What follows belongs to an exercise in optimizing a design on an open flow for a short achievable clock period and few clock cycles; a production flow would make more cautious choices.
At most, simulation tests tie the RTL to the original design; equivalence was not proved.
Power figures rest on the tool's default switching activity, not on a simulated workload.

// ost_ddmd
module ost_ddmd (
    input  wire         clk,
    input  wire         rst,
    input  wire         req_valid,
    output wire         req_ready,
    input  wire [31:0]  req_op,
    input  wire [31:0]  req_in_len,
    input  wire [31:0]  req_out_cap,
    input  wire [95:0]  req_in,         
    output wire         resp_valid,
    input  wire         resp_ready,
    output wire [1:0]   resp_status,
    output wire [31:0]  resp_bytes,
    output wire [319:0] resp_out,       
    output wire         prim_valid,
    output wire [2:0]   prim_cmd,
    output wire [63:0]  prim_addr,
    output wire [63:0]  prim_wdata,
    input  wire         prim_ack,
    input  wire [63:0]  prim_rdata,
    input  wire [15:0]  prim_rlimit,
    input  wire         prim_fault,
    output wire         faulted
);
    reg s_idle;      
    reg s_done;      
    reg s_fault;     
    reg s_prim;      
    reg s_msr;       
    reg s_rdsreg, s_sgdt, s_fix, s_memlo, s_memhi;
    reg s_clr;       
    reg ready_q, valid_q, pvalid_q;    
    reg [2:0]   cmd_q;
    reg [63:0]  addr_q;
    reg [63:0]  wdata_q;
    reg [1:0]   status_q;
    reg         bytes3_q, bytes5_q;
    reg [2:0]   cmd_o;
    reg [63:0]  addr_o;
    reg [63:0]  wdata_o;
    reg [3:0]   rq_o;
    reg [12:0]  idx_q;         
    reg         hi_ok_q;       
  ...
For scale: about 770 I/O pins, ~32000 µm² of cells after synthesis.
export LEC_CHECK = 0
export CAP_MARGIN = 20
export CORE_AREA = 5 5 235 235
export CTS_CLUSTER_DIAMETER = 60
export CTS_CLUSTER_SIZE = 10
export DIE_AREA = 0 0 240 240
export SLEW_MARGIN = 40
export SYNTH_HIERARCHICAL = 1
export SYNTH_MINIMUM_KEEP_SIZE = 0
create_clock -name core_clock -period 10.0 [get_ports {clk}]
standard.sh (not shown) runs the stock make flow with config.mk's settings and CLKGATE_MAP_FILE= SYNTH_SCRIPT=/design/flow/synth_recipe.tcl, a recipe that flattens the netlist after the stock synthesis.
==> flow/flow/run.sh <==
#!/bin/bash
set -o pipefail
MARGIN=${MARGIN:-7}
bash standard.sh SETUP_SLACK_MARGIN=$MARGIN \
    "BUFFER_PORTS_ARGS=-buffer_cell sky130_fd_sc_hd__buf_4" \
    "PLACE_PINS_ARGS=-min_distance 1 -min_distance_in_tracks" \
    finish > flow_standard.log 2>&1
rc=$?
cp -r orfs/logs/sky130hd/ost_ddmd/base orfs_logs 2>/dev/null
exit $rc
Edit:
--- a/flow/design.v
+++ b/flow/design.v
@@ -88,25 +88,22 @@
     assign req_ready   = ready_q;
     assign resp_valid  = valid_q;
     assign faulted     = s_fault;
     assign prim_valid  = pvalid_q;
     assign prim_cmd    = cmd_o;
     assign prim_addr   = addr_o;
     assign prim_wdata  = wdata_o;
     assign resp_status = rq_o[3:2];
     assign resp_bytes  = {26'd0, rq_o[0], 1'b0, rq_o[1], 3'd0};
-    reg [63:0]  out_lo_o;
-    reg [107:0] lo_f_o;        
-    reg [95:0]  hi_f_o;        
-    assign resp_out    = {hi_f_o[63:0], lo_f_o[63:0],
-                          7'd0, lo_f_o[64], 7'd0, lo_f_o[65], 7'd0, lo_f_o[66], 7'd0, lo_f_o[67],
-                          7'd0, lo_f_o[68], 6'd0, lo_f_o[70:69], 7'd0, lo_f_o[71], 4'd0, lo_f_o[75:72],
-                          hi_f_o[95:64], lo_f_o[107:76], out_lo_o};
+    assign resp_out    = {f_raw_hi, f_raw_lo,
+                          7'd0, f_g, 7'd0, f_db, 7'd0, f_l, 7'd0, f_avl,
+                          7'd0, f_p, 6'd0, f_dpl, 7'd0, f_s, 4'd0, f_type,
+                          f_base_hi, f_base_lo, out_lo};
     wire go_rd, go_wr, go_qs;
     wire [1:0] chk_status;
     wire       chk_b3;
     ost_req_check u_chk (
         .op(req_op), .len(req_in_len), .cap(req_out_cap), .seg(req_in[15:0]),
         .go_rd(go_rd), .go_wr(go_wr), .go_qs(go_qs),
         .status(chk_status), .b3(chk_b3)
     );
     wire        sel_ti    = prim_rdata[2];
@@ -242,46 +239,31 @@
         hi_ok_q <= hi_d;
     end
     wire [63:0] out_lo_new = s_msr   ? prim_rdata :
                              s_memlo ? {12'd0, dec_limit, 7'd0, ~prim_rdata[44], 7'd0, 1'b1, out_lo[15:0]} :
                                        {out_lo[63:16], prim_rdata[15:0]};
     wire [63:0] out_lo_ld = {{48{s_msr | s_memlo}}, {16{s_msr | s_rdsreg}}};
     wire [63:0] out_lo_hd = {{48{~s_idle & ~s_msr & ~s_memlo & ~s_clr}}, {16{~s_idle & ~s_msr & ~s_rdsreg}}};
     wire [63:0] out_lo_d;
     ost_ao22 #(64) u_out_lo (.a(out_lo_ld), .b(out_lo_new), .c(out_lo_hd), .d(out_lo), .y(out_lo_d));
-    wire [63:0] out_lo_od;
-    ost_ao22 #(64) u_out_lo_o (.a(out_lo_ld), .b(out_lo_new), .c(out_lo_hd), .d(out_lo), .y(out_lo_od));
-    always @(posedge clk) begin
-        out_lo   <= out_lo_d;
-        out_lo_o <= out_lo_od;
-    end
+    always @(posedge clk) out_lo <= out_lo_d;
     wire [109:0] lo_new = {dec_base[31:0], dec_type, dec_s, dec_dpl, dec_p, dec_avl,
                            dec_l, dec_db, dec_g, prim_rdata};
     wire [109:0] lo_q   = {f_base_lo, f_type, f_s, f_dpl, f_p, f_avl, f_l, f_db, f_g, f_raw_lo};
     wire [109:0] lo_d;
     ost_ao22 #(110) u_lo_f (.a({110{s_memlo}}), .b(lo_new), .c({110{~s_idle & ~s_memlo & ~s_clr}}), .d(lo_q), .y(lo_d));
-    wire [109:0] lo_od;
-    ost_ao22 #(110) u_lo_f_o (.a({110{s_memlo}}), .b(lo_new), .c({110{~s_idle & ~s_memlo & ~s_clr}}), .d(lo_q), .y(lo_od));
-    always @(posedge clk) begin
+    always @(posedge clk)
         {f_base_lo, f_type, f_s, f_dpl, f_p, f_avl, f_l, f_db, f_g, f_raw_lo} <= lo_d;
-        lo_f_o <= lo_od;
-    end
     wire [95:0] hi_q = {f_base_hi, f_raw_hi};
     wire [95:0] hi_f_d;
     ost_ao22 #(96) u_hi_f (.a({96{s_memhi}}), .b({prim_rdata[31:0], prim_rdata}),
                            .c({96{~s_idle & ~s_memhi}}), .d(hi_q), .y(hi_f_d));
-    wire [95:0] hi_f_od;
-    ost_ao22 #(96) u_hi_f_o (.a({96{s_memhi}}), .b({prim_rdata[31:0], prim_rdata}),
-                             .c({96{~s_idle & ~s_memhi}}), .d(hi_q), .y(hi_f_od));
-    always @(posedge clk) begin
-        {f_base_hi, f_raw_hi} <= hi_f_d;
-        hi_f_o <= hi_f_od;
-    end
+    always @(posedge clk) {f_base_hi, f_raw_hi} <= hi_f_d;
 endmodule
 module ost_ao22 #(parameter W = 1) (
     input  wire [W-1:0] a,
     input  wire [W-1:0] b,
     input  wire [W-1:0] c,
     input  wire [W-1:0] d,
     output wire [W-1:0] y
 );
     assign y = (a & b) | (c & d);
Effect:
- total power shrinks by 29%
- worst setup slack improves by 0.043 ns
- hold slack gets worse by 0.019 ns
- flip-flop and latch count goes down by 268
- synthesized area falls by 24%
- combinational power falls by 9.3%
- cell count went down by 10%
- non-clock buffer count grows by 105
- final area is lower by 18%
- utilization went down by 15 points
Testbench counts after the change, summed over its fixed seeds: cycles 50,336.
No functional check of the RTL was part of the first run of this note.

port drivers added, routing unchanged:
How much do the figures lean on ideal ports? The routed layouts below were timed once more, with nothing changed but the port constraints.
Step 1: set_driving_cell puts a clkbuf_16 on clk and a buf_2 on each other input, an assumption about the parent block.
Step 2 moves the port delays by t, midway between the first and last clock arrival at a register: inputs arrive t later, outputs are due t later. That takes back most of the time a late clock gives input paths.
Slacks: ideal / step 1 / step 2; pairs: ideal / step 1.
run	t, ns	setup slack, ns	clock arrival spread, ns
the first run	0.690	6.904 / 6.841 / 6.393	0.030 / 0.031
the second run	0.639	6.947 / 6.888 / 6.412	0.027 / 0.027
After both steps every run listed still meets setup and hold. For the second run, which loses most, drivers alone change the setup slack by -0.059 ns; drivers and shift together by -0.535 ns.
